This design comes from an exercise in tuning for small area, a short achievable clock period and few clock cycles on the open sky130 flow, not from production work. Only simulation tests tie the RTL to the original design; equivalence was not proved. Power is estimated from default activity; no workload was simulated.

$ cat design/flow/flow/run.sh
#!/bin/bash
set -euo pipefail
bash standard.sh SETUP_SLACK_MARGIN=6 finish > standard_flow.log 2>&1
$ cat design/flow/standard.sh
#!/bin/bash
# synth_recipe.tcl (not shown) runs the flow's synth.tcl, then flattens the netlist and writes it again
# the make line also repeats each setting of config.mk as NAME=value (left out here)
make -C /OpenROAD-flow-scripts/flow DESIGN_CONFIG=/design/flow/config.mk WORK_HOME=/design/flow/orfs CLKGATE_MAP_FILE= SYNTH_SCRIPT=/design/flow/synth_recipe.tcl "${@:-finish}"
$ cat design/flow/config.mk
export PLATFORM = sky130hd
export DESIGN_NAME = cco7_core
export DESIGN_NICKNAME = cco7_core
export VERILOG_FILES = /design/flow/design.v
export SDC_FILE = /design/flow/constraint.sdc
export NUM_CORES = 4
export LEC_CHECK = 0
export CAP_MARGIN = 20
export CORE_MARGIN = 2
export CORE_UTILIZATION = 40
export PLACE_DENSITY = 0.6
export SETUP_SLACK_MARGIN = 5
export SLEW_MARGIN = 20
$ cat design/flow/constraint.sdc
create_clock -name core_clock -period 10.0 [get_ports {clk}]
set_input_delay 2.0000 -clock core_clock [delete_from_list [all_inputs] [get_ports {clk}]]
set_output_delay 2.0000 -clock core_clock [all_outputs]
set_load 0.01 [all_outputs]
$ cat design/flow/design.v
module cco7_core #(
    parameter [15:0] MAX_IN_LEN = 16'd1024
) (
    input  wire        clk,
    input  wire        rst,
    input  wire        req_valid,
    output wire        req_ready,
    input  wire [15:0] req_cmd,
    input  wire [15:0] req_len,
    input  wire        in_valid,
    output wire        in_ready,
    input  wire [31:0] in_data,
    output wire        out_valid,
    input  wire        out_ready,
    output wire [31:0] out_data,
    output wire        rsp_valid,
    output reg         rsp_err,
    output wire [7:0]  rsp_code,
    output reg  [3:0]  rsp_stage,
    output wire [15:0] rsp_index,
    output wire [31:0] rsp_value
);
    localparam [2:0] OP_DEC16 = 3'd1, OP_ENC16 = 3'd2, OP_DEC8 = 3'd3,
                     OP_ENC8  = 3'd4, OP_T7DEC = 3'd5, OP_T7ENC = 3'd6,
                     OP_KSX   = 3'd7;
    localparam [3:0] ST_NONE = 4'd0, ST_ARG = 4'd1, ST_VALIDATE = 4'd2,
                     ST_DEC16 = 4'd4, ST_ENC8 = 4'd5, ST_DEC8 = 4'd8,
                     ST_ENC16 = 4'd9;
    reg        busy;       
    reg        done_q;     
    reg [2:0]  op;
    reg [10:0] rem;        
    reg        more;       
    reg [15:0] cnt;        
    reg [10:0] cpc;        
    reg        ov;
    reg [20:0] od;
    reg [31:0] q;
    reg [2:0]  qc;
    reg        ph;         
    reg        nox;        
    reg [9:0]  pd;
    reg        pv;
    reg [5:0]  pos;
    reg [3:0]  hi;         
    reg [4:0]  ecode;
    reg        isel;       
    reg        vod;        
    reg        vk;         
    assign req_ready = !busy;
    wire act  = busy && !done_q;
    wire slot = !ov || out_ready;
    assign out_valid = ov;
    assign out_data  = {11'd0, od};
    assign rsp_valid = done_q && slot;
    assign rsp_code  = {3'd0, ecode};
    assign rsp_index = isel ? {5'd0, cpc} : cnt;
    assign rsp_value = vk ? 32'h0010FFFF : vod ? {11'd0, od} : q;
    wire o1 = (op == OP_DEC16), o2 = (op == OP_ENC16), o3 = (op == OP_DEC8),
         o4 = (op == OP_ENC8),  o5 = (op == OP_T7DEC), o6 = (op == OP_T7ENC),
         o7 = (op == OP_KSX);
    localparam [431:0] KEY_TABLE = 432'h2E373867663B6B343532333738397678636E3433383936616376677342555348444B4A646C6B72776579692E2C416F666B3B64667364;
    function [15:0] hexc;
        input [3:0] v;
        hexc = (v <= 4'd9) ? (16'h0030 + {12'd0, v}) : (16'h0037 + {12'd0, v});
    endfunction
    wire [7:0] kb   = KEY_TABLE[{pos, 3'd0} +: 8];
    wire [5:0] posi = (pos == 6'd53) ? 6'd0 : pos + 6'd1;
    wire [3:0] c_op  = req_cmd[3:0];
    wire [6:0] c_ofs = req_cmd[10:4];
    wire bad_rsv   = (req_cmd[15:11] != 5'd0);
    wire bad_op    = (c_op == 4'd0) || c_op[3];
    wire bad_ofs   = (c_op != 4'd6) && (c_op != 4'd7) && (c_ofs != 7'd0);
    wire illegal   = bad_rsv || bad_op || bad_ofs;
    wire too_long  = (req_len > MAX_IN_LEN);
    wire arg_bad   = (c_op == 4'd6) && (c_ofs > 7'd99);
    wire t7_parity = (c_op == 4'd5) && req_len[0];
    wire t7_short  = (c_op == 4'd5) && (req_len == 16'd0);
    wire d_bad     = illegal || too_long || arg_bad || t7_parity || t7_short;
    wire [5:0] ofs_pos = (c_ofs >= 7'd108) ? (c_ofs - 7'd108) :
                         (c_ofs >= 7'd54)  ? (c_ofs - 7'd54)  : c_ofs[5:0];
    wire [3:0] s_tens = c_ofs / 7'd10;
    wire [3:0] s_ones = c_ofs % 7'd10;
    wire [15:0] u        = in_data[15:0];
    wire        is_lead  = (u[15:10] == 6'b110110);
    wire        is_trail = (u[15:10] == 6'b110111);
    wire        is_dig   = (u >= 16'h0030) && (u <= 16'h0039);
    wire        is_uc    = (u >= 16'h0041) && (u <= 16'h0046);
    wire [3:0]  hexv     = u[6] ? {1'b1, u[2:0] + 3'd1} : u[3:0];
    wire        rem1     = (rem == 11'd1);
    wire        emit_lo = slot && (qc != 3'd0) && ph;      
    wire [2:0]  qa      = qc - {2'd0, emit_lo};
    reg         rdy_a, rdy_b;
    always @(*) begin
        rdy_a = 1'b0; rdy_b = 1'b0;
        case (op)
            OP_DEC16, OP_DEC8, OP_KSX: begin rdy_a = !ov; rdy_b = 1'b1; end
            OP_ENC16: begin rdy_a = !ov && !pv; rdy_b = !pv; end
            OP_ENC8:  begin rdy_a = !ov && (qc == 3'd0); rdy_b = (qc == 3'd0); end
            OP_T7DEC: begin rdy_a = !cnt[0] || (!ov && !pv); rdy_b = !pv; end
            OP_T7ENC: begin
                if (pv) begin
                    rdy_a = (qc == 3'd0) || ((qc == 3'd1) && ph && !ov);
                    rdy_b = (qc == 3'd1) && ph;
                end else begin
                    rdy_a = (qc[2:1] == 2'd0) || ((qc == 3'd2) && ph && !ov);
                    rdy_b = (qc == 3'd2) && ph;
                end
            end
            default: ;
        endcase
    end
    wire opr = rdy_a || (rdy_b && out_ready);
    assign in_ready = act && more && opr;
    wire take = in_valid && in_ready;
    wire last = take && rem1;
    wire [4:0]  pr_hi = {1'b0, pd[9:6]} + 5'd1;
    wire [20:0] pair  = {pr_hi, pd[5:0], u[9:0]};
    wire        pair_bad = (pd == 10'h3FF) && (u[9:0] == 10'h3FF);    
    wire [7:0]  b8    = o5 ? {hi ^ kb[7:4], hexv ^ kb[3:0]} : in_data[7:0];
    wire        accv  = (qc[1:0] != 2'd0);
    wire [20:0] accn  = {q[14:0], b8[5:0]};
    wire [1:0]  remn  = qc[1:0] - 2'd1;
    wire        sok   = (q[14:1] != 14'd0) && (!ph || (q[14:5] != 10'd0));
    reg         d8_err, d8_emit;
    reg  [4:0]  d8_code;
    reg  [20:0] d8_val;
    reg  [20:0] d8_q;
    reg  [1:0]  d8_qc;
    reg         d8_ph;
    always @(*) begin
        d8_err = 1'b0; d8_emit = 1'b0; d8_code = 5'h08;
        d8_val = {13'd0, b8};
        d8_q = accn; d8_qc = qc[1:0]; d8_ph = ph;
        if (!b8[7]) begin
            if (accv) begin d8_err = 1'b1; d8_code = 5'h08; end
            else d8_emit = 1'b1;
        end else if (b8[7:6] == 2'b10) begin
            if (!accv) begin d8_err = 1'b1; d8_code = 5'h09; end
            else begin
                d8_qc = remn;
                if (remn == 2'd0) begin
                    d8_val = accn;
                    if (!sok) begin d8_err = 1'b1; d8_code = 5'h0D; end
                    else d8_emit = 1'b1;
                end
            end
        end else if (b8[7:3] == 5'b11111) begin
            d8_err = 1'b1; d8_code = 5'h0B;
        end else if (accv) begin
            d8_err = 1'b1; d8_code = 5'h0A;
        end else if (b8[7:3] == 5'b11110) begin
            d8_q = {18'd0, b8[2:0]}; d8_qc = 2'd3; d8_ph = 1'b0;
        end else if (b8[7:4] == 4'b1110) begin
            d8_q = {17'd0, b8[3:0]}; d8_qc = 2'd2; d8_ph = 1'b1;
        end else begin
            d8_q = {16'd0, b8[4:0]}; d8_qc = 2'd1; d8_ph = 1'b0;
        end
    end
    wire [20:0] d8_cp = d8_val;    
    wire [31:0] e16_cp  = o5 ? {11'd0, d8_cp} : in_data;
    wire        e16_bad = e16_cp[31] || (e16_cp >= 32'h0010FFFF);
    wire        e16_sur = (e16_cp[31:11] == 21'h1B);
    wire        e16_sup = (e16_cp[20:16] != 5'd0);
    wire [15:0] e16_lead = {6'b110110, e16_cp[19:16] - 4'd1, e16_cp[15:10]};
    wire [20:0] e8_cp = o6 ? (is_trail ? pair : {5'd0, u}) : in_data[20:0];
    wire        e8_bad = in_data[31] || (in_data >= 32'h0010FFFF);
    reg  [31:0] e8_b;
    reg  [2:0]  e8_k;
    always @(*) begin
        if (e8_cp[20:7] == 14'd0) begin
            e8_b = {1'b0, e8_cp[6:0], 24'd0}; e8_k = 3'd1;
        end else if (e8_cp[20:11] == 10'd0) begin
            e8_b = {3'b110, e8_cp[10:6], 2'b10, e8_cp[5:0], 16'd0}; e8_k = 3'd2;
        end else if (e8_cp[20:16] == 5'd0) begin
            e8_b = {4'b1110, e8_cp[15:12], 2'b10, e8_cp[11:6], 2'b10, e8_cp[5:0], 8'd0};
            e8_k = 3'd3;
        end else begin
            e8_b = {5'b11110, e8_cp[20:18], 2'b10, e8_cp[17:12], 2'b10, e8_cp[11:6],
                    2'b10, e8_cp[5:0]};
            e8_k = 3'd4;
        end
    end
    wire [7:0] fx  = q[31:24] ^ (nox ? 8'd0 : kb);
    wire [15:0] fch = hexc(ph ? fx[3:0] : fx[7:4]);
    wire [6:0] salt    = {3'd0, hi} * 7'd10 + {3'd0, u[3:0]};
    wire [5:0] salt_p  = (salt >= 7'd54) ? (salt - 7'd54) : salt[5:0];
    wire        lo5  = o5 && (cnt[10:1] != 10'd0) && cnt[0];    
    wire        v5ok = (cnt[10:1] == 10'd0) ? is_dig : (is_dig || is_uc);
    wire        pe8  = rsp_err && (rsp_stage == ST_DEC8);       
    wire        e16e = e16_bad || e16_sur;
    reg        ie;
    reg [4:0]  ie_code;
    reg [3:0]  ie_stage;
    always @(*) begin
        ie = 1'b0; ie_code = 5'h01; ie_stage = ST_DEC16;
        case (op)
            OP_DEC16, OP_T7ENC: begin
                ie_stage = ST_DEC16;
                if (is_lead) begin ie = pv; ie_code = 5'h01; end
                else if (is_trail) begin ie = !pv; ie_code = 5'h02; end
                else begin ie = pv; ie_code = 5'h03; end
            end
            OP_ENC16: begin
                ie = e16e; ie_stage = ST_ENC16; ie_code = e16_bad ? 5'h05 : 5'h06;
            end
            OP_ENC8: begin
                ie = e8_bad; ie_stage = ST_ENC8; ie_code = 5'h05;
            end
            OP_DEC8: begin
                ie = d8_err; ie_stage = ST_DEC8; ie_code = d8_code;
            end
            OP_T7DEC: begin
                ie = !v5ok; ie_stage = ST_VALIDATE;
                ie_code = (cnt[10:1] == 10'd0) ? 5'h12 : 5'h13;
            end
            default: ;
        endcase
    end
    wire [31:0] ie_val = o3 ? {11'd0, d8_val} : (o2 || o4) ? in_data : {16'd0, u};
    wire        take_ie = take && ie;
    wire ee04 = act && !more && (o1 || o6) && pv;
    wire ee0c = act && !more && o3 && accv;
    wire h5_d8  = !pe8 && d8_err;
    wire h5_0c  = !pe8 && !d8_err && rem1 && (d8_qc != 2'd0);
    wire h5_e16 = !rsp_err && d8_emit && e16e;
    wire ld5    = !rsp_err && d8_emit && !e16e;      
    wire h6     = o6 && is_trail && pv && pair_bad && !rsp_err;
    wire t1 = take && o1, t2 = take && o2, t3 = take && o3, t4 = take && o4,
         t6 = take && o6, t7 = take && o7;
    wire t5s = take && o5 && (cnt[10:1] == 10'd0) && cnt[0];    
    wire t5h = take && o5 && !cnt[0];                           
    wire t5l = take && lo5;                                     
    wire em4 = o4 && (qc != 3'd0) && slot;
    wire em6 = o6 && (qc != 3'd0) && slot;
    wire tr  = (o2 || o5) && pv && slot;
    wire ld_cp = (t1 && !is_lead) || (t2 && !e16_sup) || (t3 && d8_emit) ||
                 (t5l && ((ld5 && !e16_sup) || h5_d8 || h5_e16));
    wire ld_ld = (t2 && e16_sup) || (t5l && ld5 && e16_sup);
    wire ld_tr = tr && !(o5 && rsp_err);
    wire ld_by = em4 || t4 || t7;
    wire [20:0] cp_v = (o3 || o5) ? d8_val : (o1 && is_trail) ? pair : {5'd0, u};
    wire [7:0]  by_v = o7 ? (in_data[7:0] ^ kb) : (qc != 3'd0) ? q[31:24] : e8_b[31:24];
    wire [20:0] od_n = ({21{ld_cp}} & cp_v) |
                       ({21{ld_ld}} & {5'd0, e16_lead}) |
                       ({21{ld_tr}} & {5'd0, 6'b110111, pd}) |
                       ({21{ld_by}} & {13'd0, by_v}) |
                       ({21{em6}}   & {5'd0, fch});
    wire od_en = ld_cp || ld_ld || ld_tr || ld_by || em6;
    wire ov_set = od_en || (tr && o5);
    wire        ld_err = take_ie || ee04 || ee0c || (t5l && h5_0c);
    wire [31:0] err_v  = take_ie ? ie_val :
                         ee04 ? {16'd0, 6'b110110, pd} :
                         {30'd0, ee0c ? qc[1:0] : d8_qc};
    wire        q_d8   = t3 || t5l;
    wire        q_sh   = em4 || (o6 && emit_lo && !(t6 && !is_lead));
    wire        q_e8   = t4 || (t6 && !is_lead);
    wire [31:0] e8_q   = o4 ? {e8_b[23:0], 8'd0} :
                         (qa == 3'd0) ? e8_b : {(emit_lo ? q[23:16] : q[31:24]), e8_b[31:8]};
    wire [31:0] q_n    = ld_err ? err_v :
                         (({32{q_d8}} & {11'd0, d8_q}) |
                          ({32{q_sh}} & {q[23:0], 8'd0}) |
                          ({32{q_e8}} & e8_q));
    wire q_en = ld_err || q_d8 || q_sh || q_e8;
    wire [2:0] qc_n = q_d8 ? {1'b0, d8_qc} :
                      o4   ? (t4 ? e8_k - 3'd1 : qc - 3'd1) :
                      (qa + ((t6 && !is_lead) ? e8_k : 3'd0));
    wire qc_en = q_d8 || em4 || t4 || o6;
    wire ph_n  = q_d8 ? d8_ph : !ph;
    wire pv_set = (t1 && is_lead) || (t6 && is_lead) || ld_ld;
    wire pv_clr = t1 || t6 || tr;
    wire [9:0] pd_n = o5 ? d8_val[9:0] : u[9:0];
    wire pos_inc = t7 || t5l || (em6 && ph && !nox);
    wire cpc_inc = (t5l && ld5) || (t6 && !is_lead && !rsp_err && !(is_trail && pair_bad));
    wire fin = take_ie || ee04 || ee0c ||
               (rem1 && ((t1 && !is_lead) || (t2 && !e16_sup) || (t3 && (d8_qc == 2'd0)) ||
                         (t4 && (e8_k == 3'd1)) || t5s || (t5l && !(ld5 && e16_sup)) || t7)) ||
               (!more && tr) ||
               (em4 && (qc == 3'd1) && !more) ||
               (o6 && !more && !pv && ((emit_lo && (qc == 3'd1)) || rsp_err));
    wire h5 = t5l && (h5_d8 || h5_0c || h5_e16);
    wire h6t = t6 && h6;
    always @(posedge clk) begin
        if (rst) begin
            busy   <= 1'b0;
            done_q <= 1'b0;
            ov     <= 1'b0;
        end else if (!busy) begin
            if (req_valid) begin
                busy    <= 1'b1;
                op      <= c_op[2:0];
                rem     <= req_len[10:0];
                more    <= (req_len != 16'd0);
                cnt     <= (!illegal && (too_long || t7_parity)) ? req_len : 16'd0;
                cpc     <= 11'd0;
                pv      <= 1'b0;
                qc      <= 3'd0;
                nox     <= 1'b1;
                pos     <= ofs_pos;
                isel    <= 1'b0;
                vod     <= 1'b0;
                vk      <= 1'b0;
                rsp_err <= d_bad;
                done_q  <= d_bad || ((req_len == 16'd0) && (c_op != 4'd5) && (c_op != 4'd6));
                if (illegal) begin
                    ecode <= 5'h1F; rsp_stage <= ST_NONE; q <= {16'd0, req_cmd};
                end else if (too_long) begin
                    ecode <= 5'h1E; rsp_stage <= ST_NONE; q <= {16'd0, MAX_IN_LEN};
                end else if (arg_bad) begin
                    ecode <= 5'h15; rsp_stage <= ST_ARG; q <= {25'd0, c_ofs};
                end else if (t7_parity) begin
                    ecode <= 5'h10; rsp_stage <= ST_VALIDATE; q <= {16'd0, req_len};
                end else if (t7_short) begin
                    ecode <= 5'h11; rsp_stage <= ST_VALIDATE; q <= 32'd0;
                end else begin
                    q <= {s_tens, s_ones, 24'd0};
                end
                if (c_op == 4'd6 && !d_bad) begin
                    od  <= {9'd0, 8'h03, s_tens};    
                    ov  <= 1'b1;
                    qc  <= 3'd1;
                    ph  <= 1'b1;
                end
            end
        end else begin
            if (rsp_valid) begin
                busy   <= 1'b0;
                done_q <= 1'b0;
            end
            if (take) begin
                rem  <= rem - 11'd1;
                more <= !rem1;
                if (!ie)
                    cnt[10:0] <= cnt[10:0] + 11'd1;
            end
            if (act) begin
                if (fin) done_q <= 1'b1;
                if (od_en) od <= od_n;
                if (ov_set) ov <= 1'b1;
                else if (out_ready) ov <= 1'b0;
                if (q_en) q <= q_n;
                if (qc_en) qc <= qc_n;
                if (q_d8 || em6) ph <= ph_n;
                if (em6 && ph) nox <= 1'b0;
                if (pv_set) pv <= 1'b1;
                else if (pv_clr) pv <= 1'b0;
                if (pv_set) pd <= pd_n;
                if (t5h) hi <= hexv;
                if (t5s) pos <= salt_p;
                else if (pos_inc) pos <= posi;
                if (cpc_inc) cpc <= cpc + 11'd1;
                else if (t5l && h5_d8) cpc <= {1'b0, cnt[10:1] - 10'd1};
                else if (t5l && h5_0c) cpc <= {1'b0, cnt[10:1]};
                if (take_ie) begin
                    rsp_err <= 1'b1; ecode <= ie_code; rsp_stage <= ie_stage;
                    isel <= 1'b0; vod <= 1'b0; vk <= 1'b0;
                end else if (ee04) begin
                    rsp_err <= 1'b1; ecode <= 5'h04; rsp_stage <= ST_DEC16;
                    isel <= 1'b0; vod <= 1'b0; vk <= 1'b0;
                end else if (ee0c) begin
                    rsp_err <= 1'b1; ecode <= 5'h0C; rsp_stage <= ST_DEC8;
                end else if (h5) begin
                    rsp_err <= 1'b1; isel <= 1'b1; vod <= !h5_0c;
                    ecode <= h5_d8 ? d8_code : h5_0c ? 5'h0C : (e16_bad ? 5'h05 : 5'h06);
                    rsp_stage <= h5_e16 ? ST_ENC16 : ST_DEC8;
                end else if (h6t) begin
                    rsp_err <= 1'b1; ecode <= 5'h05; rsp_stage <= ST_ENC8;
                    isel <= 1'b1; vk <= 1'b1;
                end
            end else if (ov && out_ready) begin
                ov <= 1'b0;
            end
        end
    end
endmodule
==> results of run 1 <==
worst register-to-register path: stages (launching register included):
cell and delay, ps:
edfxtp_1 490, ha_4 240, ha_4 180, mux2_4 260, a32o_2 250, o21ai_4 310, a21oi_4 130, a22oi_2 210
ha_2 240, o21ai_4 80, o32a_1 300, o211ai_1 150, a21oi_2 100, a31oi_2 220, o41ai_4 140, buf_4 180
buf_6 120, o211a_4 270, buf_12 160, a32oi_2 350, o21ai_0 140
Yosys cell counts (11+ instances only):
master / n
ha_1: 46
xor2_1: 17
clkbuf_1: 113
a22oi_1: 26
nand2b_1: 31
o21ai_0: 121
a22o_1: 12
a211o_1: 26
a32oi_1: 16
xnor2_1: 48
nand3_1: 89
buf_4: 18
nor3_1: 52
a21o_1: 17
o221ai_1: 13
nor2_1: 170
a31oi_1: 43
o21a_1: 15
o31ai_1: 13
o211ai_1: 34
or3_1: 16
a21oi_1: 138
buf_2: 24
nor2b_1: 41
a221oi_1: 14
mux2i_1: 30
and2_1: 36
mux2_2: 19
nand2_1: 184
nand4_1: 15
a211oi_1: 27
nor4_1: 29
edfxtp_1: 134
inv_1: 47
a222oi_1: 11
and3_1: 23
logic make-up after synthesis:
group                      share of synthesized area, %
AOI/OAI and AO/OA                                 30.62
xor gates and xnor gates                          3.730
muxes                                             3.468
buffers and inverters                             6.083
adders and majority gates                         4.230
other                                           0.02457
DFF                                               26.76
and+or+nand+nor                                   25.09
worst max path at each step:
stage	start	end	slack, ps	cells past startpoint
3_3_place_gp	req_cmd[6]	q[26]	3050	18
2_1_floorplan	req_cmd[6]	q[25]	4730	16
6_report	req_cmd[6]	od[0]	4970	20
4_1_cts	req_cmd[6]	q[26]	5000	19
3_5_place_dp	req_cmd[6]	od[0]	2950	15
5_1_grt	req_cmd[6]	q[26]	4790	20
stage by stage:
step | std cells | instance area, um2 | total power [mW] | worst slack [ps] | hold slack [ps]
finish | 2829 | 23580 | 2.296 | 4966 | 656.8
floorplan | 1953 | 16050 | 1.120 | 4735 | 591.3
global placement | 2488 | 17580 | 1.365 | 3049 | 629.1
CTS | 2749 | 22040 | 2.181 | 5000 | 642.3
detailed placement | 2489 | 17590 | 1.365 | 2955 | 627.8
global route | 2827 | 23580 | 2.351 | 4790 | 676.2
layout by cell type, fill, tap and decap left out, types with 13 or more instances in the layout:
master,n
buf_4,224
nand2_1,161
nor2_1,147
edfxtp_1,134
a21oi_1,95
buf_6,77
nand3_1,76
clkdlybuf4s50_1,73
o21ai_0,72
xnor2_1,42
nor3_1,38
buf_12,37
nor2b_1,35
dlygate4sd2_1,35
o211ai_1,34
a31oi_1,33
and2_1,32
inv_1,32
a21oi_2,31
ha_1,30
o21ai_2,28
nand2b_1,26
mux2i_1,26
a211o_1,26
nor4_1,21
o21ai_1,19
clkbuf_16,19
and3_1,18
nor2_4,18
a22oi_1,17
a21o_1,17
xor2_1,15
nand4_1,15
mux2_2,15
a21oi_4,14
conb_1,14
nand2_2,13
layer usage:
layer	routed length [um]	track usage, %	up-vias	part of all wire, %
met5	136	0	-	0.16
met4	7241	26.58	9	8.3
met3	11840	14.53	465	13
met2	36500	63.47	1626	42
met1	31990	54.92	9253	36
li1	-	-	8139	-
final cells by class:
type                       instances  share of cell area [%]
sequential                       137                   17.34
multi-input combinational       1603                   54.87
antenna                            3                 0.03184
clock buffer                      20                   1.979
tap                              511                   2.711
inverter                          49                   1.013
timing repair buffer             494                   21.56
clock inverter                    12                  0.4935
sequential cells by signal, indices dropped and copies added (netlist names), 4 cells and up:
| register | cells |
|---|---|
| pos | 6 |
| ecode | 5 |
| hi | 4 |
| cnt | 16 |
| od | 21 |
| q | 32 |
| rsp_stage | 4 |
| cpc | 11 |
| pd | 10 |
| rem | 11 |
power by group:
group | switching (mW) | internal (mW) | total (mW)
Clock | 0.300 | 0.365 | 0.665
Combinational | 0.521 | 0.384 | 0.905
Sequential | 0.0534 | 0.672 | 0.725
what timing repair did:
item | in CTS | in global routing
gates resized for setup | 606 | 188
endpoints found under the setup margin | 260 | 232
buffers inserted | 213 | 75
pin swaps | 152 | 119
cloned | 15 | 2
==> metrics.md, run 1 <==
| Metric | Value |
|---|---|
| Status | `timing/DRC/antenna clean` |
| Placed wire-length estimate | `58,400 um` |
| Clock root buffer | `clkbuf_16` |
| Hold Path End | `cpc[0]` |
| Layout area overhead | `54.50%` |
| CTS Buf Count | `17` |
| Synth area leaders | `edfxtp_1 (26%), a21oi_1 (4.5%), nand2_1 (4.5%)` |
| Min-Delay Path Class | `flop to flop` |
| Clock skew | `roughly 16 ps` |
| Vias in the first global route | `between 15,000 and 20,000` |
| Yosys cell types | `110` |
| Worst path bufs/invs | `4` |
| Total gr overflow | `0` |
| Cell Pwr Density | `97.35 mW/mm2` |
| Reg2Reg Setup Slack | `5250 ps` |
| FF-to-FF End | `q[24]` |
| Setup violations, final | `0` |
| FF+latch count, synth | `about 140` |
| Die area | `0.03973 mm2` |
| Peak VDD IR | `0.1337 mV` |
| Tmin final | `5034 ps` |
| Die height | `199.3 um` |
| Residual DRC | `0` |
| Post-Syn Instances | `between 1,500 and 2,000` |
| Yosys warns | `1` |
| Worst Path Required | `10,300 ps` |
| DRT iter0 DRCs | `2,906` |
| FF/Latch Area | `approximately 0.004 mm2` |
| Worst-Skew Late Latency | `around 470 ps` |
| Hold Violations, Final | `0` |
| Post-layout util | `62.75%` |
| First-pass GRT wire length | `124,100 um` |
| EDFF count, synth | `134` |
| Fraction of registers with async set/reset | `0%` |
| Syn_area_per_cell | `7.867 um2` |
| Core Region | `between 0.03 and 0.04 mm2` |
| Die width | `199.3 um` |
| Slew @ Worst Pin | `1242 ps` |
| CP max stage delay | `approximately 400 ps` |
| CTS H-tree lvls | `4` |
| CP Max Fanout | `7` |
| Layout cells sized above 1 | `35.59%` |
| Startpoint types | `input port` |
| CP cell instances | `buf_12 > clkinvlp_4 > buf_6 > ha_4 > nand2b_4 > a21oi_4 > o21bai_1 > a41o_1 > a221oi_4 > a21o_1 > nand2_2 > xnor2_2 > ha_2 > o21ai_1 > o21ai_1 > or3_4 > a211oi_4 > buf_6 > a21oi_2 > a31oi_1` |
| Port Buffers | `151` |
| Lkg Pwr | `8.663 nW` |
| FF-to-FF Start | `pos[1]` |
| Top cell type's share of synthesized area | `a little over a quarter` |
| Initial antenna violation count | `5` |
| Routed Antenna Nets | `0` |
| Cts hold-fix bufs | `0` |
| R2R depth | `20` |
| CTS max path bufs | `2` |
| CTS sink count | `137` |
| Critical Path Sink Type | `flop` |
| Delay-heaviest family, CP | `compound AO/OA/AOI/OAI gates` |
| Pin count of the biggest net entering global routing | `64` |
| Reg clk slew, reported paths | `around 70 ps` |
| Final period util | `between 50% and 60%` |
| GP Congestion | `1.029` |
| RSZ-0062 raised after global routing | `yes` |
| Initial Utilization | `40.62%` |
| Avg WL per Cell | `between 30 and 40 um` |
| Worst rel slew slack | `roughly 16%` |
| Total GRT Usage | `43.35%` |
| Vias | `19,490` |
| Setup TNS | `0 ps` |
| Kind of critical path | `input port to flop` |
| NumNets Final | `roughly 2,400` |
| Crit-path slowest cell | `or3_4` |
| Layout fillers | `3,159` |
| Synth Cell Area | `around 0.015 mm2` |
| Peak Freq | `198.6 MHz` |
| Sequential share of the synthesized area | `26.76%` |
| Main flop type after synthesis | `edfxtp_1` |
| Row count | `71` |
| Cell taking the most area after synthesis | `edfxtp_1` |
| Hold Crit Depth | `1` |
| Arrival @ worst endpoint | `~5300 ps` |
| CTS tree | `yes` |
| Multi-input gate area | `0.01294 mm2` |
| Worst Min Path Start | `cpc[0]` |
| Max-cap violations | `0` |
| Pins Over Slew Limit | `0` |
| Routed WL | `87,700 um` |
| DRT Pass-1 Iters | `10` |
| Drt via density | `6.890` |
| Ports | `roughly 170` |
Testbench counts, summed over its fixed seeds: cycles 125,549.
==> run 2, diff against run 1 <==
==> design/flow/run.sh (new file) <==
#!/bin/bash
# synth_recipe.tcl (not shown) runs the flow's synth.tcl, then flattens the netlist and writes it again
# the make line also repeats each setting of config.mk as NAME=value (left out here)
make -C /OpenROAD-flow-scripts/flow DESIGN_CONFIG=/design/flow/config.mk WORK_HOME=/design/flow/orfs CLKGATE_MAP_FILE= SYNTH_SCRIPT=/design/flow/synth_recipe.tcl finish
removed: design/flow/flow/run.sh
removed: design/flow/standard.sh
==> run 2 against run 1 <==
Register-to-register slack lost 110 ps. Sequential power grew 0.6%. Synthesized area is the same. Power shrank 6.0%. Via count shrank 9.0%. Sequential share of layout area grew 3.6 points. Critical path depth shrank 10. Combinational power shrank 21%. Cell count shrank 7.5%. Clock power grew 7.4%. Largest power group is now registers.
==> metrics.md, run 2 <==
| Metric | Value |
|---|---|
| Most frequent cells after synthesis | `nand2_1 (184), nor2_1 (170), a21oi_1 (138), edfxtp_1 (134), o21ai_0 (121)` |
| Worst rel slew slack | `31.24% (+15 points)` |
| Synth area leaders | `edfxtp_1 (26%), a21oi_1 (4.5%), nand2_1 (4.5%)` |
| Port Buffers | `151 (unchanged)` |
| Fraction of registers with async set/reset | `0% (unchanged)` |
| Tmin final | `5119 ps (+84.41 ps)` |
| Layout area overhead | `28.12%` |
| Final period util | `51.19% (+0.84 points)` |
| Largest Register | `q` |
| Sequential share of the synthesized area | `26.76% (unchanged)` |
| Min-Delay Path Class | `flop to flop` |
| Drt via density | `6.777 (-1.6%)` |
| Lkg Pwr | `6.915 nW (-20%)` |
| CTS max path bufs | `2 (unchanged)` |
| Critical Path Sink Type | `flop` |
| Yosys warns | `1 (unchanged)` |
| Die height | `199.3 um (unchanged)` |
| Routed WL | `76,020 um (-13%)` |
| CP Max Fanout | `12 (+5)` |
| Main flop type after synthesis | `edfxtp_1` |
| DRT Pass-1 Iters | `9 (-1)` |
| CP cell instances | `clkdlybuf4s50_1 > nor2_1 > a21oi_1 > or2_2 > o31ai_2 > a21oi_1 > a222oi_1 > a311oi_1 > a32oi_1 > nand3_2` |
| Hold Path End | `ov` |
| Hold Violations, Final | `0 (unchanged)` |
| Clock skew | `19.09 ps (+3.135 ps)` |
| First-pass GRT wire length | `110,600 um (-11%)` |
| Most frequent cell after synthesis | `nand2_1` |
| Total GRT Usage | `37.94% (-5.4 points)` |
| Largest registers | `q: 32 flops, od: 21 flops, cnt: 16 flops` |
| Pins Over Slew Limit | `0 (unchanged)` |
| Worst Min Path Start | `ov` |
| FF-to-FF Start | `pos[1]` |
| Reg2Reg Setup Slack | `5140 ps (-110 ps)` |
| Crit-path slowest cell | `clkdlybuf4s50_1` |
| Post-Syn Instances | `1,940 (unchanged)` |
| Avg WL per Cell | `29.06 um (-6.3%)` |
| Worst Path Required | `10,200 ps (-100 ps)` |
| Synth Cell Area | `0.01526 mm2 (unchanged)` |
| RSZ-0062 raised after global routing | `yes` |
| CTS sink count | `137 (unchanged)` |
| CTS Buf Count | `17 (unchanged)` |
| Slew @ Worst Pin | `1027 ps (-214.7 ps)` |
| Die area | `0.03973 mm2 (unchanged)` |
| Arrival @ worst endpoint | `5320 ps (-20 ps)` |
| Max-cap violations | `0 (unchanged)` |
| Routed Antenna Nets | `0 (unchanged)` |
| Largest register FFs | `32 (unchanged)` |
| Peak VDD IR | `0.1269 mV (-5.1%)` |
| Commonest non-fill, non-tap cell in the layout | `nand2_1` |
| Worst path bufs/invs | `1 (-3)` |
| Ports | `166 (unchanged)` |
| CTS tree | `yes` |
| Cell Pwr Density | `110.4 mW/mm2 (+13%)` |
| Hold Crit Depth | `2 (+1)` |
| Layout cells sized above 1 | `17.73% (-18 points)` |
| FF-to-FF End | `ecode[2]` |
| Status | `timing/DRC/antenna clean` |
| Non-filler cells, final | `2,616 (-7.5%)` |
| Top cell type's share of synthesized area | `26.36% (unchanged)` |
| Clock root buffer | `clkbuf_16` |
| Row count | `71 (unchanged)` |
| NumNets Final | `2,209 (-8.7%)` |
| Total gr overflow | `0 (unchanged)` |
| CP max stage delay | `760 ps (+360 ps)` |
| Inst Count DP | `2,493 (+0.16%)` |
| Yosys cell types | `110 (unchanged)` |
| Vias in the first global route | `16,660 (-7.3%)` |
| Core Region | `0.03758 mm2 (unchanged)` |
| Startpoint types | `input port` |
| R2R depth | `19 (-5.0%)` |
| CTS H-tree lvls | `4 (unchanged)` |
| Initial Utilization | `40.62% (unchanged)` |
| Setup violations, final | `0 (unchanged)` |
| EDFF count, synth | `134 (unchanged)` |
| Syn_area_per_cell | `7.867 um2 (unchanged)` |
| Cell taking the most area after synthesis | `edfxtp_1` |
| Die width | `199.3 um (unchanged)` |
| Peak Freq | `195.4 MHz (-1.6%)` |
| GP Congestion | `1.082 (+5.1%)` |
| Worst-Skew Late Latency | `460 ps (about the same)` |
| Pin count of the biggest net entering global routing | `48 (-25%)` |
| Setup TNS | `0 ps (unchanged)` |
| Reg clk slew, reported paths | `70 ps (about the same)` |
| Most frequent cells in the layout | `nand2_1 (180), nor2_1 (166), edfxtp_1 (134), a21oi_1 (131), clkdlybuf4s50_1 (123)` |
| Initial antenna violation count | `1 (-4)` |
| Most common cell on crit path | `a21oi_1` |
| Vias | `17,730 (-9.0%)` |
| Kind of critical path | `input port to flop` |
| FF+latch count, synth | `137 (unchanged)` |
| Delay-heaviest family, CP | `compound AO/OA/AOI/OAI gates` |
| Residual DRC | `0 (unchanged)` |
| Placed wire-length estimate | `55,610 um (-4.8%)` |
| DRT iter0 DRCs | `2,623 (-9.7%)` |
| Hold WS | `634.8 ps (-22.02 ps)` |
## run 2: cell count changes in the layout (fill, tap and decap cells not counted), sizes merged, moves of 3 or more
cell / before / now
dlymetal6s2s: 8 / 1
dlygate4sd2: 35 / 8
clkinvlp: 6 / 3
clkdlybuf4s50: 73 / 123
buf: 362 / 142
clkinv: 9 / 5
inv: 45 / 53
clkdlybuf4s15: 11 / 7
## run 2: stage by stage
step / area, um2 / power (mW) / setup WS [ps] / utilization, %
6_report: 19550 / 2.158 / 4881 / 52.04
5_1_grt: 19550 / 2.222 / 4778 / 52.03
4_1_cts: 19080 / 2.115 / 5001 / 50.78
3_5_place_dp: 17310 / 1.346 / 2441 / 46.08
3_3_place_gp: 17280 / 1.342 / 2488 / 45.99
2_1_floorplan: 15590 / 1.102 / 4730 / -
## run 2: metal layers
layer	wire, um	share of wire [%]	vias to the layer above	GRT usage [%]
li1	-	-	7686	-
met1	29560	39	8389	50.32
met2	31890	42	1358	56.17
met3	9280	12	296	9.384
met4	5288	7.0	0	21.48
met5	0	0	-	0
## run 2: kinds of logic (layout without fill, tap and decap cells)
family                   Yosys count  after routing  share of synthesized area, %
XOR/XNOR                          65             65                         3.730
flip-flops                       137            137                         26.76
adder cells (fa/ha/maj)           50             50                         4.230
AND/OR/NAND/NOR                  756            756                         25.09
buffers and inverters            217            367                         6.083
multiplexers                      50             50                         3.468
AO/OA/AOI/OAI                    664            665                         30.62
other                              1             15                       0.02457
## run 2: how the worst max path moves through the flow
stage	depth (start not counted)	to	startpoint
after floorplan	14	q[0]	in_data[0]
after global routing	19	q[26]	req_cmd[6]
after global placement	14	od[0]	req_cmd[6]
after detailed placement	15	od[0]	req_cmd[6]
final	10	q[25]	in_data[20]
after CTS	13	q[16]	in_data[14]
## run 2: power breakdown
group / internal (mW) / switching [mW] / total (mW) / leakage [nW]
clock: 0.404 / 0.311 / 0.714 / 0.310
combinational: 0.287 / 0.428 / 0.715 / 5.33
sequential: 0.672 / 0.0569 / 0.729 / 1.27
## run 2: cell type report
| class | count | area (um2) |
|---|---|---|
| clock inverters | 15 | 202.7 |
| clock buffers | 17 | 425.4 |
| well taps | 511 | 639.4 |
| repair buffers | 286 | 2724 |
| diodes | 1 | 2.502 |
| fillers | 3638 | 18020 |
| flip-flops and latches | 137 | 4088 |
| inverters | 49 | 224.0 |
| multi-input cells | 1600 | 11250 |
## run 2: timing repair
action,4_1_cts,5_1_grt
endpoints found under the setup margin,204,170
pin swaps,32,39
gates resized for setup,195,72
gates cloned,3,1
setup buffers,61,25
hold buffers,0,0
## run 2: worst register-to-register path, stage by stage, from the launching register on
cell and delay (ps):
edfxtp_1 490, ha_2 260, ha_1 230, mux2_4 290
a32oi_4 340, nand3_2 250, a21oi_4 340, a22oi_1 120
ha_2 230, o21ai_2 110, a211oi_2 120, or2_2 340
and2_2 260, o211ai_1 150, buf_4 180, buf_4 120
nand3_1 90, nor4bb_4 210, a211oi_4 310, buf_6 170
==> run 3, diff against run 2 <==
--- a/design/flow/design.v
+++ b/design/flow/design.v
@@ -78,8 +78,10 @@
     wire t7_short  = (c_op == 4'd5) && (req_len == 16'd0);
     wire d_bad     = illegal || too_long || arg_bad || t7_parity || t7_short;
-    wire [5:0] ofs_pos = (c_ofs >= 7'd108) ? (c_ofs - 7'd108) :
-                         (c_ofs >= 7'd54)  ? (c_ofs - 7'd54)  : c_ofs[5:0];
-    wire [3:0] s_tens = c_ofs / 7'd10;
-    wire [3:0] s_ones = c_ofs % 7'd10;
+    localparam [1023:0] MOD54_TABLE = 1024'h131211100F0E0D0C0B0A090807060504030201003534333231302F2E2D2C2B2A292827262524232221201F1E1D1C1B1A191817161514131211100F0E0D0C0B0A090807060504030201003534333231302F2E2D2C2B2A292827262524232221201F1E1D1C1B1A191817161514131211100F0E0D0C0B0A09080706050403020100;
+    localparam [1023:0] BCD_TABLE = 1024'h0000000000000000000000000000000000000000000000000000000099989796959493929190898887868584838281807978777675747372717069686766656463626160595857565554535251504948474645444342414039383736353433323130292827262524232221201918171615141312111009080706050403020100;
+    wire [5:0] ofs_pos = MOD54_TABLE[{c_ofs, 3'd0} +: 6];
+    wire [7:0] ofs_bcd = BCD_TABLE[{c_ofs, 3'd0} +: 8];
+    wire [3:0] s_tens = ofs_bcd[7:4];
+    wire [3:0] s_ones = ofs_bcd[3:0];
     wire [15:0] u        = in_data[15:0];
     wire        is_lead  = (u[15:10] == 6'b110110);
@@ -159,8 +161,13 @@
     end
     wire [20:0] d8_cp = d8_val;    
+    wire        d8_cmp  = accv && (b8[7:6] == 2'b10) && (remn == 2'd0);
+    wire        b5_bad  = d8_cmp && ((q[14:0] > 15'h43FF) ||
+                                     ((q[14:0] == 15'h43FF) && (b8[5:0] == 6'h3F)));
+    wire        b5_sur  = d8_cmp && (q[14:5] == 10'h01B);
+    wire        b5_sup  = d8_cmp && (q[14:10] != 5'd0);
     wire [31:0] e16_cp  = o5 ? {11'd0, d8_cp} : in_data;
-    wire        e16_bad = e16_cp[31] || (e16_cp >= 32'h0010FFFF);
-    wire        e16_sur = (e16_cp[31:11] == 21'h1B);
-    wire        e16_sup = (e16_cp[20:16] != 5'd0);
+    wire        e16_bad = o5 ? b5_bad : (in_data[31] || (in_data >= 32'h0010FFFF));
+    wire        e16_sur = o5 ? b5_sur : (in_data[31:11] == 21'h1B);
+    wire        e16_sup = o5 ? b5_sup : (in_data[20:16] != 5'd0);
     wire [15:0] e16_lead = {6'b110110, e16_cp[19:16] - 4'd1, e16_cp[15:10]};
     wire [20:0] e8_cp = o6 ? (is_trail ? pair : {5'd0, u}) : in_data[20:0];
@@ -184,6 +191,7 @@
     wire [7:0] fx  = q[31:24] ^ (nox ? 8'd0 : kb);
     wire [15:0] fch = hexc(ph ? fx[3:0] : fx[7:4]);
-    wire [6:0] salt    = {3'd0, hi} * 7'd10 + {3'd0, u[3:0]};
-    wire [5:0] salt_p  = (salt >= 7'd54) ? (salt - 7'd54) : salt[5:0];
+    localparam [2047:0] SALT_TABLE = 2048'h0000000000000000000000000000000000000000000000000000000000000000000000000000000000000000000000000000000000000000000000000000000000000000000000000000000000000000000000000000000000000000000000000000000000002D2C2B2A292827262524000000000000232221201F1E1D1C1B1A000000000000191817161514131211100000000000000F0E0D0C0B0A090807060000000000000504030201003534333200000000000031302F2E2D2C2B2A292800000000000027262524232221201F1E0000000000001D1C1B1A191817161514000000000000131211100F0E0D0C0B0A00000000000009080706050403020100;
+    wire [7:0] salt_i  = {hi, u[3:0]};
+    wire [5:0] salt_p  = SALT_TABLE[{salt_i, 3'd0} +: 6];
     wire        lo5  = o5 && (cnt[10:1] != 10'd0) && cnt[0];    
     wire        v5ok = (cnt[10:1] == 10'd0) ? is_dig : (is_dig || is_uc);
==> run 3 against run 2 <==
Die area down 3.0%. Clock power down 9.7%. Cell area is 4.5% lower. Combinational power is 8.7% lower. Critical endpoint is now q[9].
==> metrics.md, run 3 <==
| Metric | Value |
|---|---|
| Lkg Pwr | `6.792 nW (-1.8%)` |
| Core Region | `0.03652 mm2 (-2.8%)` |
| Routed WL | `75,360 um (-0.86%)` |
| Vias | `17,360 (-2.1%)` |
| Layout fillers | `3,579 (-1.6%)` |
| Placed wire-length estimate | `53,490 um (-3.8%)` |
| Hold Violations, Final | `0 (unchanged)` |
| FF+latch count, synth | `137 (unchanged)` |
| Final period util | `50.56% (-0.63 points)` |
| Main flop type after synthesis | `edfxtp_1` |
| Peak Freq | `197.8 MHz (+1.2%)` |
| Largest Register | `q` |
| Status | `timing/DRC/antenna clean` |
| CP Max Fanout | `8 (-4)` |
| Yosys cell types | `101 (-8.2%)` |
| Initial Utilization | `40.53% (-0.088 points)` |
| Setup violations, final | `0 (unchanged)` |
| Startpoint types | `input port` |
| Largest register FFs | `32 (unchanged)` |
| Most frequent cells in the layout | `nand2_1 (198), nor2_1 (173), a21oi_1 (145), o21ai_0 (143), edfxtp_1 (134)` |
| RSZ-0062 raised after global routing | `yes` |
| Commonest non-fill, non-tap cell in the layout | `nand2_1` |
| GP Congestion | `1.060 (-2.0%)` |
| Top cell type's share of synthesized area | `27.19% (+0.82 points)` |
| Fraction of registers with async set/reset | `0% (unchanged)` |
| Port Buffers | `151 (unchanged)` |
| Initial antenna violation count | `0 (-1)` |
| Worst Path Required | `10,200 ps (about the same)` |
| Clock skew | `10.04 ps (-9.054 ps)` |
| Sequential share of the synthesized area | `27.59% (+0.83 points)` |
| Syn_area_per_cell | `7.729 um2 (-1.8%)` |
| Yosys warns | `1 (unchanged)` |
| Critical Path Sink Type | `flop` |
| Residual DRC | `0 (unchanged)` |
| Pin count of the biggest net entering global routing | `67 (+40%)` |
| Clock root buffer | `clkbuf_16` |
| EDFF count, synth | `134 (unchanged)` |
| CTS tree | `yes` |
| Peak VDD IR | `0.1181 mV (-6.9%)` |
| CTS max path bufs | `2 (unchanged)` |
| Met2 usage | `57.34% (+1.2 points)` |
| FF-to-FF Start | `pos[0]` |
| Kind of critical path | `input port to flop` |
| DRT Pass-1 Iters | `9 (unchanged)` |
| Worst rel slew slack | `19.50% (-12 points)` |
| Layout cells sized above 1 | `15.67% (-2.1 points)` |
| Worst Min Path Start | `done_q` |
| Pins Over Slew Limit | `0 (unchanged)` |
| Arrival @ worst endpoint | `5260 ps (-60 ps)` |
| Largest registers | `q: 32 flops, od: 21 flops, cnt: 16 flops` |
| Max-cap violations | `0 (unchanged)` |
| Reg clk slew, reported paths | `70 ps (about the same)` |
| Layout area overhead | `26.10%` |
| Final setup margin | `4945 ps (+63.14 ps)` |
| Gr busiest metal | `met2` |
| Cts hold-fix bufs | `0 (unchanged)` |
| NumNets Final | `2,164 (-2.0%)` |
| CTS sink count | `137 (unchanged)` |
| ANT cells | `0 (-1)` |
| Met3 usage | `12.46% (+3.1 points)` |
| Cell taking the most area after synthesis | `edfxtp_1` |
| Ports | `166 (unchanged)` |
| Most frequent cell after synthesis | `nand2_1` |
| Cell Pwr Density | `108.4 mW/mm2 (-1.8%)` |
| Avg WL per Cell | `29.80 um (+2.5%)` |
| Pre-CTS setup slack | `2939 ps (+498.5 ps)` |
| CTS H-tree lvls | `4 (unchanged)` |
| Die height | `196.4 um (-1.5%)` |
| Drt via density | `6.865 (+1.3%)` |
| Worst-Skew Late Latency | `440 ps (-20 ps)` |
| Setup TNS | `0 ps (unchanged)` |
| GR Util met1 | `48.57% (-1.8 points)` |
| Total GRT Usage | `38.29% (+0.35 points)` |
| Synth Cell Area | `0.01480 mm2 (-3.0%)` |
| Post-Syn Instances | `1,915 (-1.3%)` |
| Vias in the first global route | `16,170 (-2.9%)` |
| First-pass GRT wire length | `108,700 um (-1.7%)` |
| DRT iter0 DRCs | `2,508 (-4.4%)` |
| Routed Antenna Nets | `0 (unchanged)` |
| Die area | `0.03856 mm2 (-3.0%)` |
| Most frequent cells after synthesis | `nand2_1 (204), nor2_1 (182), a21oi_1 (153), o21ai_0 (152), edfxtp_1 (134)` |
| Synth area leaders | `edfxtp_1 (27%), a21oi_1 (5.2%), nand2_1 (5.2%)` |
| Row count | `70 (-1.4%)` |
| CTS Buf Count | `17 (unchanged)` |
| Slew @ Worst Pin | `1195 ps (+168.0 ps)` |
| Total gr overflow | `0 (unchanged)` |
| Tmin final | `5056 ps (-63.14 ps)` |
| Crit. Startpoint | `in_data[8]` |
| Die width | `196.4 um (-1.5%)` |
| Min-Delay Path Class | `flop to flop` |
## run 3: area by class of cell
type	count	area [um2]	area share [%]
Multi-Input combinational cell	1569	10500	56.27
Sequential cell	137	4088	21.90
Timing Repair Buffer	267	2695	14.44
Tap cell	468	585.6	3.137
Clock buffer	18	429.2	2.299
Inverter	56	229.0	1.227
Clock inverter	14	136.4	0.7307
## run 3: per-stage QoR
stage,instances,instance area (um2),power [mW],hold WS [ps],utilization (%)
detailed placement,2424,16680,1.302,611.0,45.66
floorplan,1928,14950,1.065,568.6,-
finish,2529,18670,2.023,623.6,51.11
global route,2529,18670,2.085,669.8,51.11
global placement,2422,16610,1.298,606.2,45.49
CTS,2504,18230,1.978,618.8,49.91
## run 3: path summary, 6_finish.rpt
| kind | end | slack (ps) | cells after the start |
|---|---|---|---|
| setup reg to reg | q[9] | 5160 | 15 |
| hold reg to reg | done_q | 620 | 2 |
| hold / removal | done_q | 620 | 2 |
| setup / recovery | q[9] | 4940 | 14 |
## run 3: routing by layer
layer	wire length (um)	vias up
li1	-	7444
met1	28450	8296
met2	32000	1297
met3	9860	324
met4	5057	0
met5	0	-
## run 3: repair_timing
action	4_1_cts	5_1_grt
buffers inserted	40	24
pin swaps	19	24
gates resized for setup	157	77
endpoints found under the setup margin	201	151
gates cloned	8	1
## run 3: worst max-delay path, stage by stage
cell and delay, ps:
clkdlybuf4s15_1 510, nor3_1 330, buf_4 220, and4_1 240
nand4b_1 180, a21oi_2 260, nand2b_4 180, o41ai_4 80
a31o_4 240, and3b_2 310, buf_12 150, a31oi_4 90
buf_12 180, bufbuf_16 270
## run 3: cells by family after synthesis
group,share of synthesized area (%)
buffers and inverters,6.712
muxes,3.483
other,0.02533
and+or+nand+nor,24.69
adders and majority gates,4.024
AOI/OAI and AO/OA,29.70
xor gates and xnor gates,3.779
DFF,27.59
## run 3: report_power, final
group          leakage (nW)  switching [mW]  internal [mW]
clock network         0.270           0.297          0.349
logic                  5.26           0.399          0.253
registers              1.27          0.0545          0.670
total                  6.79           0.751           1.27
Testbench counts of run 3, summed over its fixed seeds: cycles 125,549.
==> run 4, diff against run 3 <==
--- a/design/flow/design.v
+++ b/design/flow/design.v
@@ -17,5 +17,5 @@
     output reg         rsp_err,
     output wire [7:0]  rsp_code,
-    output reg  [3:0]  rsp_stage,
+    output wire [3:0]  rsp_stage,
     output wire [15:0] rsp_index,
     output wire [31:0] rsp_value
@@ -55,4 +55,17 @@
     assign rsp_valid = done_q && slot;
     assign rsp_code  = {3'd0, ecode};
+    reg [3:0] stg;
+    always @(*) begin
+        case (ecode)
+            5'h1F, 5'h1E: stg = ST_NONE;
+            5'h15:        stg = ST_ARG;
+            5'h10, 5'h11, 5'h12, 5'h13: stg = ST_VALIDATE;
+            5'h01, 5'h02, 5'h03, 5'h04: stg = ST_DEC16;
+            5'h05:        stg = (o4 || o6) ? ST_ENC8 : ST_ENC16;
+            5'h06:        stg = ST_ENC16;
+            default:      stg = ST_DEC8;
+        endcase
+    end
+    assign rsp_stage = stg;
     assign rsp_index = isel ? {5'd0, cpc} : cnt;
     assign rsp_value = vk ? 32'h0010FFFF : vod ? {11'd0, od} : q;
@@ -196,5 +209,5 @@
     wire        lo5  = o5 && (cnt[10:1] != 10'd0) && cnt[0];    
     wire        v5ok = (cnt[10:1] == 10'd0) ? is_dig : (is_dig || is_uc);
-    wire        pe8  = rsp_err && (rsp_stage == ST_DEC8);       
+    wire        pe8  = rsp_err && ecode[3];                     
     wire        e16e = e16_bad || e16_sur;
     reg        ie;
@@ -312,13 +325,13 @@
                 done_q  <= d_bad || ((req_len == 16'd0) && (c_op != 4'd5) && (c_op != 4'd6));
                 if (illegal) begin
-                    ecode <= 5'h1F; rsp_stage <= ST_NONE; q <= {16'd0, req_cmd};
+                    ecode <= 5'h1F; q <= {16'd0, req_cmd};
                 end else if (too_long) begin
-                    ecode <= 5'h1E; rsp_stage <= ST_NONE; q <= {16'd0, MAX_IN_LEN};
+                    ecode <= 5'h1E; q <= {16'd0, MAX_IN_LEN};
                 end else if (arg_bad) begin
-                    ecode <= 5'h15; rsp_stage <= ST_ARG; q <= {25'd0, c_ofs};
+                    ecode <= 5'h15; q <= {25'd0, c_ofs};
                 end else if (t7_parity) begin
-                    ecode <= 5'h10; rsp_stage <= ST_VALIDATE; q <= {16'd0, req_len};
+                    ecode <= 5'h10; q <= {16'd0, req_len};
                 end else if (t7_short) begin
-                    ecode <= 5'h11; rsp_stage <= ST_VALIDATE; q <= 32'd0;
+                    ecode <= 5'h11; q <= 32'd0;
                 end else begin
                     q <= {s_tens, s_ones, 24'd0};
@@ -361,17 +374,16 @@
                 else if (t5l && h5_0c) cpc <= {1'b0, cnt[10:1]};
                 if (take_ie) begin
-                    rsp_err <= 1'b1; ecode <= ie_code; rsp_stage <= ie_stage;
+                    rsp_err <= 1'b1; ecode <= ie_code;
                     isel <= 1'b0; vod <= 1'b0; vk <= 1'b0;
                 end else if (ee04) begin
-                    rsp_err <= 1'b1; ecode <= 5'h04; rsp_stage <= ST_DEC16;
+                    rsp_err <= 1'b1; ecode <= 5'h04;
                     isel <= 1'b0; vod <= 1'b0; vk <= 1'b0;
                 end else if (ee0c) begin
-                    rsp_err <= 1'b1; ecode <= 5'h0C; rsp_stage <= ST_DEC8;
+                    rsp_err <= 1'b1; ecode <= 5'h0C;
                 end else if (h5) begin
                     rsp_err <= 1'b1; isel <= 1'b1; vod <= !h5_0c;
                     ecode <= h5_d8 ? d8_code : h5_0c ? 5'h0C : (e16_bad ? 5'h05 : 5'h06);
-                    rsp_stage <= h5_e16 ? ST_ENC16 : ST_DEC8;
                 end else if (h6t) begin
-                    rsp_err <= 1'b1; ecode <= 5'h05; rsp_stage <= ST_ENC8;
+                    rsp_err <= 1'b1; ecode <= 5'h05;
                     isel <= 1'b1; vk <= 1'b1;
                 end
==> design/flow/flow/run.sh (new file) <==
#!/bin/bash
# Standard ORFS layout through the standard.sh (standard synthesis unchanged), with
#  - the ports buffered with the smallest plain buffer instead of the default choice,
set -euo pipefail
bash standard.sh "BUFFER_PORTS_ARGS=-buffer_cell sky130_fd_sc_hd__buf_1" SETUP_SLACK_MARGIN=5.0 finish > standard_flow.log 2>&1
==> design/flow/standard.sh (new file) <==
#!/bin/bash
# synth_recipe.tcl (not shown) runs the flow's synth.tcl, then flattens the netlist and writes it again
# the make line also repeats each setting of config.mk as NAME=value (left out here)
make -C /OpenROAD-flow-scripts/flow DESIGN_CONFIG=/design/flow/config.mk WORK_HOME=/design/flow/orfs CLKGATE_MAP_FILE= SYNTH_SCRIPT=/design/flow/synth_recipe.tcl "${@:-finish}"
removed: design/flow/run.sh
==> run 4 against run 3 <==
Register-to-register slack is essentially flat. Synthesized cell count shrank 1.5%. Sequential share of layout area grew 1.7 points. Core utilization shrank 3.9 points. Hold slack gained 14 ps. Die area shrank 2.3%.
==> metrics.md, run 4 <==
| Metric | Value |
|---|---|
| Port Buffers | `151 (unchanged)` |
| ANT cells | `0 (unchanged)` |
| Top cell type's share of synthesized area | `27.02% (-0.17 points)` |
| Placed inst area | `0.01540 mm2 (-7.6%)` |
| Residual DRC | `0 (unchanged)` |
| Hold WS | `638.0 ps (+14.39 ps)` |
| Layout area overhead | `16.30%` |
| Placed wire-length estimate | `50,620 um (-5.4%)` |
| Layout fillers | `3,672 (+2.6%)` |
| Fraction of registers with async set/reset | `0% (unchanged)` |
| Max-cap violations | `0 (unchanged)` |
| Hold Violations, Final | `0 (unchanged)` |
| Commonest non-fill, non-tap cell in the layout | `nand2_1` |
| CP cell instances | `buf_1 > buf_6 > inv_1 > ha_1 > nand2_1 > o21ai_0 > xnor2_2 > o2111ai_1 > o311ai_1 > and2_2 > o21ai_0 > nor3b_4 > buf_4` |
| CP Max Fanout | `13 (+5)` |
| GP Congestion | `1.031 (-2.8%)` |
| CTS tree | `yes` |
| Post-Syn Instances | `1,887 (-1.5%)` |
| FF/Latch Area | `0.003968 mm2 (-2.9%)` |
| First-pass GRT wire length | `100,700 um (-7.4%)` |
| Cell taking the most area after synthesis | `edfxtp_1` |
| DRT iter0 DRCs | `1,909 (-24%)` |
| Tmin final | `4947 ps (-108.2 ps)` |
| Reg clk slew, reported paths | `60 ps (about the same)` |
| Die width | `194.1 um (-1.2%)` |
| Total GRT Usage | `35.52% (-2.8 points)` |
| Drt via density | `6.718 (-2.1%)` |
| Worst Path Required | `10,210 ps (about the same)` |
| Critical Path Sink Type | `flop` |
| Worst rel slew slack | `25.03% (+5.5 points)` |
| Arrival @ worst endpoint | `5160 ps (-100 ps)` |
| Yosys cell types | `95 (-5.9%)` |
| Avg WL per Cell | `27.93 um (-6.3%)` |
| Routed WL | `68,850 um (-8.6%)` |
| Layout cells sized above 1 | `12.38% (-3.3 points)` |
| Vias in the first global route | `15,290 (-5.4%)` |
| Initial Utilization | `40.63% (+0.098 points)` |
| Inst Count DP | `2,395 (-1.2%)` |
| Pins Over Slew Limit | `0 (unchanged)` |
| Final period util | `49.47% (-1.1 points)` |
| Pre-CTS setup slack | `3444 ps (+504.7 ps)` |
| Ports | `166 (unchanged)` |
| Most frequent cells in the layout | `nand2_1 (197), nor2_1 (178), a21oi_1 (145), buf_1 (141), o21ai_0 (135)` |
| Most frequent cells after synthesis | `nand2_1 (199), nor2_1 (182), a21oi_1 (156), o21ai_0 (141), edfxtp_1 (130)` |
| NumNets Final | `2,108 (-2.6%)` |
| CTS H-tree lvls | `4 (unchanged)` |
| Status | `timing/DRC/antenna clean` |
| Largest Register | `q` |
| Crit-path slowest cell | `o311ai_1` |
| Clock skew | `12.37 ps (+2.330 ps)` |
| Startpoint types | `input port` |
| Synth area leaders | `edfxtp_1 (27%), a21oi_1 (5.4%), nand2_1 (5.2%)` |
| Cell Pwr Density | `115.7 mW/mm2 (+6.7%)` |
| Syn_area_per_cell | `7.658 um2 (-0.93%)` |
| Most frequent cell after synthesis | `nand2_1` |
| Cts hold-fix bufs | `0 (unchanged)` |
| Synth Cell Area | `0.01445 mm2 (-2.4%)` |
| Sequential share of the synthesized area | `27.43% (-0.16 points)` |
| CP max stage delay | `450 ps (-60 ps)` |
| Final setup margin | `5053 ps (+108.2 ps)` |
| Non-filler cells, final | `2,465 (-2.5%)` |
| CTS sink count | `133 (-2.9%)` |
| Largest register FFs | `32 (unchanged)` |
| Setup violations, final | `0 (unchanged)` |
| Kind of critical path | `input port to flop` |
| EDFF count, synth | `130 (-3.0%)` |
| Min-Delay Path Class | `flop to flop` |
| Most common cell on crit path | `o21ai_0` |
| Row count | `69 (-1.4%)` |
| Core Region | `0.03557 mm2 (-2.6%)` |
| Yosys warns | `1 (unchanged)` |
| DRT Pass-1 Iters | `9 (unchanged)` |
| Total gr overflow | `0 (unchanged)` |
| Tot Pwr | `1.944 mW (-3.9%)` |
| Pin count of the biggest net entering global routing | `70 (+4.5%)` |
| Die area | `0.03766 mm2 (-2.3%)` |
| Routed Antenna Nets | `0 (unchanged)` |
| Peak Freq | `202.1 MHz (+2.2%)` |
| Clock root buffer | `clkbuf_16` |
| Post-route cell area | `0.01680 mm2 (-10%)` |
| Die height | `194.1 um (-1.2%)` |
| Post-layout util | `47.25% (-3.9 points)` |
| Peak VDD IR | `0.1315 mV (+11%)` |
| RSZ-0062 raised after global routing | `yes` |
| Largest registers | `q: 32 flops, od: 21 flops, cnt: 16 flops` |
| Initial antenna violation count | `0 (unchanged)` |
| Lkg Pwr | `5.797 nW (-15%)` |
| Worst-Skew Late Latency | `460 ps (+20 ps)` |
| CTS max path bufs | `2 (unchanged)` |
| Multi-input gate area | `0.01005 mm2 (-4.3%)` |
| Vias | `16,560 (-4.6%)` |
| FF+latch count, synth | `133 (-2.9%)` |
| CTS Buf Count | `17 (unchanged)` |
| Main flop type after synthesis | `edfxtp_1` |
| Slew @ Worst Pin | `1125 ps (-70.34 ps)` |
| Setup TNS | `0 ps (unchanged)` |
-- run 4: changes by cell type in the layout (fill, tap and decap cells not counted), moves of 8 or more --
cell,delta
buf_12,-8
nand4_1,+9
a31oi_1,+8
a211oi_1,-10
o21ai_0,-8
clkdlybuf4s50_1,-113
buf_1,+141
dlymetal6s2s_1,-12
a21o_1,-13
nand3_1,+14
buf_4,-15
-- run 4: cell families (layout without fill, tap and decap cells) --
group,Yosys count,count (layout),synth area share [%]
and+or+nand+nor,742,742,25.06
AOI/OAI and AO/OA,624,625,28.84
buffers and inverters,219,322,6.511
DFF,133,133,27.43
xor gates and xnor gates,66,66,4.000
muxes,54,54,3.922
adders and majority gates,48,48,4.208
other,1,14,0.02595
-- run 4: cell type report --
| cell class | count | area share, % |
|---|---|---|
| multi-input cells | 1549 | 59.79 |
| clock buffers | 17 | 2.531 |
| well taps | 461 | 3.432 |
| clock inverters | 15 | 1.258 |
| flip-flops and latches | 133 | 23.61 |
| inverters | 48 | 1.139 |
| repair buffers | 242 | 8.235 |
-- run 4: final timing paths --
| path | startpoint | to | slack [ps] | depth (start not counted) |
|---|---|---|---|---|
| max | in_data[0] | pd[9] | 5050 | 13 |
| min | cpc[10] | cpc[10] | 640 | 2 |
| max reg2reg | pos[1] | od[3] | 5160 | 16 |
| min reg2reg | cpc[10] | cpc[10] | 640 | 2 |
-- run 4: repair_timing --
| item | in CTS | in global routing |
|---|---|---|
| resized for setup | 54 | 42 |
| cloned | 1 | 0 |
| setup buffers | 12 | 25 |
| setup endpoints to repair | 156 | 132 |
| pin swaps | 5 | 10 |
| endpoints found under the hold margin | 0 | 0 |
-- run 4: power by group --
part,switching [mW],internal [mW],total (mW)
Sequential,0.0584,0.648,0.706
Clock,0.273,0.439,0.712
Combinational,0.345,0.181,0.526
Total,0.677,1.27,1.94
-- run 4: worst max-delay path, delay by kind of cell --
| family | cells | cell delay [ps] |
|---|---|---|
| buf+inv | 4 | 650 |
| xor+xnor | 1 | 390 |
| compound gates | 4 | 1150 |
| simple gates | 3 | 630 |
| fa+ha+maj | 1 | 320 |
-- run 4: per-layer routing --
layer  up-vias  share of wire, %  wire, um  GRT usage, %
met4         0               7.3      5023         22.50
met2      1118                43     29540         53.29
met5         -                 0         0             0
li1       7277                 -         -             -
met1      7915                39     26970         46.91
met3       249                11      7320         6.732
Testbench counts of run 4, summed over its fixed seeds: cycles 125,549.

==> afterwards: timing with drivers on the ports <==
The results above use ideal ports. As a check the final layouts listed here were re-extracted and re-timed, cells and wires unchanged. Step 1, drivers: a clkbuf_16 drives clk and a buf_2 each remaining input, both assumed. Step 2 also shifts input and output timing later by t, the mid clock arrival at the registers, as if the neighbouring blocks saw the same clock. Slacks: no drivers / after step 1 / after step 2; pairs: no drivers / after step 1.
| run | t (ns) | setup WS [ns] | worst setup path at the end |
|---|---|---|---|
| run 1 | 0.517 | 4.966 / 4.955 / 4.438 | input to register |
| run 2 | 0.508 | 4.881 / 4.907 / 4.400 | input to register |
| run 3 | 0.491 | 4.944 / 4.972 / 4.481 | input to register |
| run 4 | 0.508 | 5.053 / 5.016 / 4.574 | input to register |
After both steps setup and hold are still met in every run listed. The setup slack of run 1, which loses most, moves by -0.011 ns with the drivers and by -0.528 ns with both steps.
